This design comes from an exercise in tuning for small area, a short achievable clock period and few clock cycles per item on the open sky130 flow, not from production work.
RTL that was checked went through simulation tests only; none was proved equivalent to the original.
No activity file was given, so power comes from the tool's default toggle rates.

Setup of the baseline:
## gpcf
module gpcf (
    input  wire        clk,
    input  wire        rst,
    input  wire [4:0]  cfg_size,
    input  wire        cfg_white_sets,
    input  wire        cfg_reject_b2_bit3,
    input  wire        in_valid,
    output wire        in_ready,
    input  wire [2:0]  in_op,
    input  wire [31:0] in_data,
    input  wire [2:0]  in_kind,
    input  wire        in_seq,
    input  wire        in_ack,
    input  wire        in_colour,
    input  wire [7:0]  in_x,
    input  wire [7:0]  in_y,
    output reg         o_valid,
    output reg  [3:0]  o_ev,
    output reg  [1:0]  o_abort,
    output reg  [1:0]  o_status,
    output wire [7:0]  o_byte,
    output wire [31:0] o_frame,
    output wire [2:0]  o_kind,
    output wire [9:0]  o_value,
    output wire        o_seq,
    output wire        o_ack,
    output wire        o_colour,
    output wire [7:0]  o_x,
    output wire [7:0]  o_y
);
    localparam OP_RX_BYTE   = 3'd0;
    localparam OP_RX_END    = 3'd1;
    localparam OP_KILL      = 3'd2;
    localparam OP_TX_PACKET = 3'd3;
    localparam OP_TX_TALK   = 3'd4;
    localparam OP_PACK      = 3'd5;
    localparam OP_UNPACK    = 3'd6;
    localparam OP_DECODE    = 3'd7;
    localparam EV_NONE       = 4'd0;
    localparam EV_TALK       = 4'd1;
    localparam EV_PACKET     = 4'd2;
    localparam EV_FRAME_DROP = 4'd3;
    localparam EV_NOISE      = 4'd4;
    localparam EV_TERMINATED = 4'd5;
    localparam EV_REFUSED    = 4'd6;
    localparam EV_WIRE_PKT   = 4'd7;
    localparam EV_WIRE_TALK  = 4'd8;
    localparam EV_TX_BROKEN  = 4'd9;
    localparam EV_PACK       = 4'd10;
    localparam EV_UNPACK     = 4'd11;
    localparam EV_DECODE     = 4'd12;
    localparam EV_TERM_KILL  = 4'd13;
    assign in_ready = 1'b1;
    reg [4:0] size_q;
    reg       white_sets_q;
    reg       reject_q;
    always @(posedge clk)
        if (rst) begin
            size_q       <= cfg_size;
            white_sets_q <= cfg_white_sets;
            reject_q     <= cfg_reject_b2_bit3;
        end
    wire size_ok = (size_q != 5'd0) && (size_q <= 5'd22);
    reg [22:0] w1;
    reg        f1;
    always @(*) begin
        w1 = {in_data[25:24], in_data[22:16], in_data[14:8], in_data[6:0]};
        f1 = (in_data[31:26] != 6'd0) || !in_data[23] || !in_data[15] || !in_data[7];
        case (in_op)
            OP_RX_BYTE:
  ...
Size: about 940 cells after synthesis, roughly 150 I/O pins, about 7200 um2 of cells after synthesis.
==> flow/config.mk <==
export PLATFORM = sky130hd
export DESIGN_NAME = gpcf
export DESIGN_NICKNAME = gpcf
export VERILOG_FILES = /design/flow/design.v
export SDC_FILE = /design/flow/constraint.sdc
export NUM_CORES = 4
export LEC_CHECK = 0
export ABC_AREA = 1
export CAP_MARGIN = 20
export CORE_MARGIN = 2
export CORE_UTILIZATION = 70
export CTS_BUF_LIST = sky130_fd_sc_hd__clkbuf_8
export SLEW_MARGIN = 20
==> flow/constraint.sdc <==
create_clock -name core_clock -period 17.0 [get_ports {clk}]
set_input_delay 3.4000 -clock core_clock [delete_from_list [all_inputs] [get_ports {clk}]]
set_output_delay 3.4000 -clock core_clock [all_outputs]
set_load 0.01 [all_outputs]
standard.sh (not shown) runs the stock make flow with config.mk's settings and CLKGATE_MAP_FILE= SYNTH_SCRIPT=/design/flow/synth_recipe.tcl, a recipe that flattens the netlist after the stock synthesis.
==> flow/flow/run.sh <==
#!/bin/bash
# Standard synthesis and layout (the standard.sh), with single-drive
# port buffers and timing repair aimed beyond the constraint's slack.
set -euo pipefail
export BUFFER_PORTS_ARGS="-buffer_cell sky130_fd_sc_hd__buf_1"
export SETUP_SLACK_MARGIN=12.6
export CTS_ARGS="-sink_clustering_enable -repair_clock_nets -buf_list sky130_fd_sc_hd__clkbuf_4 -root_buf sky130_fd_sc_hd__clkbuf_16"
bash standard.sh synth > synth.log 2>&1
bash standard.sh > layout.log 2>&1
Testbench counts of the baseline, summed over its fixed seeds: cycles 32,016, items 32,000.
Edits applied to the flow inputs when going from the baseline to the candidate:
-- flow/design.v --
<<< the baseline, line 139
            OP_PACK: begin
                w1[20:16] = in_x[4:0];
                w1[13:9]  = in_y[4:0];
                w1[22]    = (in_colour == white_sets_q);
                w1[21]    = (in_x == 8'hFF) && (in_y == 8'hFF);
                f1        = (in_x[7:5] != 3'd0) || (in_y[7:5] != 3'd0);
            end
>>> the candidate, line 139
            OP_PACK: begin
                w1[20:16] = in_x[4:0];
                w1[15]    = (in_colour == white_sets_q);
                w1[14]    = (in_x == 8'hFF) && (in_y == 8'hFF);
                w1[4:0]   = in_y[4:0];
                f1        = (in_x[7:5] != 3'd0) || (in_y[7:5] != 3'd0);
            end
<<< the baseline, line 218
                       (sum != b1)            ? 2'd3 : 2'd0;
    wire [4:0] px = r1_w[20:16];
    wire [4:0] py = r1_w[13:9];
    wire       p_cbit = r1_w[22];
    wire       p_pass = r1_w[21];
    wire       px_ge, py_ge;
    gpcf_cmp #(5) u_cx (.a(px), .b(size_q), .z(1'b0), .ge(px_ge));
>>> the candidate, line 218
                       (sum != b1)            ? 2'd3 : 2'd0;
    wire [4:0] px = r1_w[20:16];
    wire [4:0] py = r1_w[4:0];
    wire       p_cbit = r1_w[15];
    wire       p_pass = r1_w[14];
    wire       px_ge, py_ge;
    gpcf_cmp #(5) u_cx (.a(px), .b(size_q), .z(1'b0), .ge(px_ge));
### Flow results
Higher count of non-filler cells in the finished layout among the baseline and the candidate: the candidate. The die of the candidate is larger than the one used in the baseline. Hold slack in the candidate is 0.0058 ns higher than in the baseline. Comparing the baseline and the candidate, the higher global-route usage is on the baseline. Register share of the cell area (lower): the candidate. The area growth from synthesis to layout of the baseline and that of the candidate are within noise of each other. The baseline and the candidate ended up with roughly the same sequential power. Clock share of power ended up 1.7 points higher on the candidate than on the baseline. Compared to the baseline, the candidate has met3 routing resource usage after global routing 0.26 points higher.
Only the layout flow was run in the candidate; the RTL was not checked for function there.

==> separate check: timing with driven ports <==
The results above use ideal ports. As a check the final layouts listed here were re-extracted and re-timed, cells and wires unchanged.
Step 1 assumes that a clkbuf_16 drives the clock port and a buf_2 every other input.
Step 2 moves the port delays by t, midway between the first and last clock arrival at a register: inputs arrive t later, outputs are due t later. That takes back most of the time a late clock gives input paths.
Slacks: ideal / step 1 / step 2; pairs: ideal / step 1.
| run | shift t [ns] | slack for setup (ns) | worst hold slack (ns) | worst setup path at the end | worst data-port slew with drivers (ns) |
|---|---|---|---|---|---|
| the baseline | 0.408 | 12.669 / 12.629 / 12.438 | 0.328 / 0.328 / 0.328 | input to register | 0.03 |
| the candidate | 0.400 | 12.668 / 12.628 / 12.300 | 0.334 / 0.334 / 0.334 | input to register | 0.03 |
After both steps every run listed still meets setup and hold. The setup slack of the candidate, which loses most, moves by -0.040 ns with the drivers and by -0.368 ns with both steps.
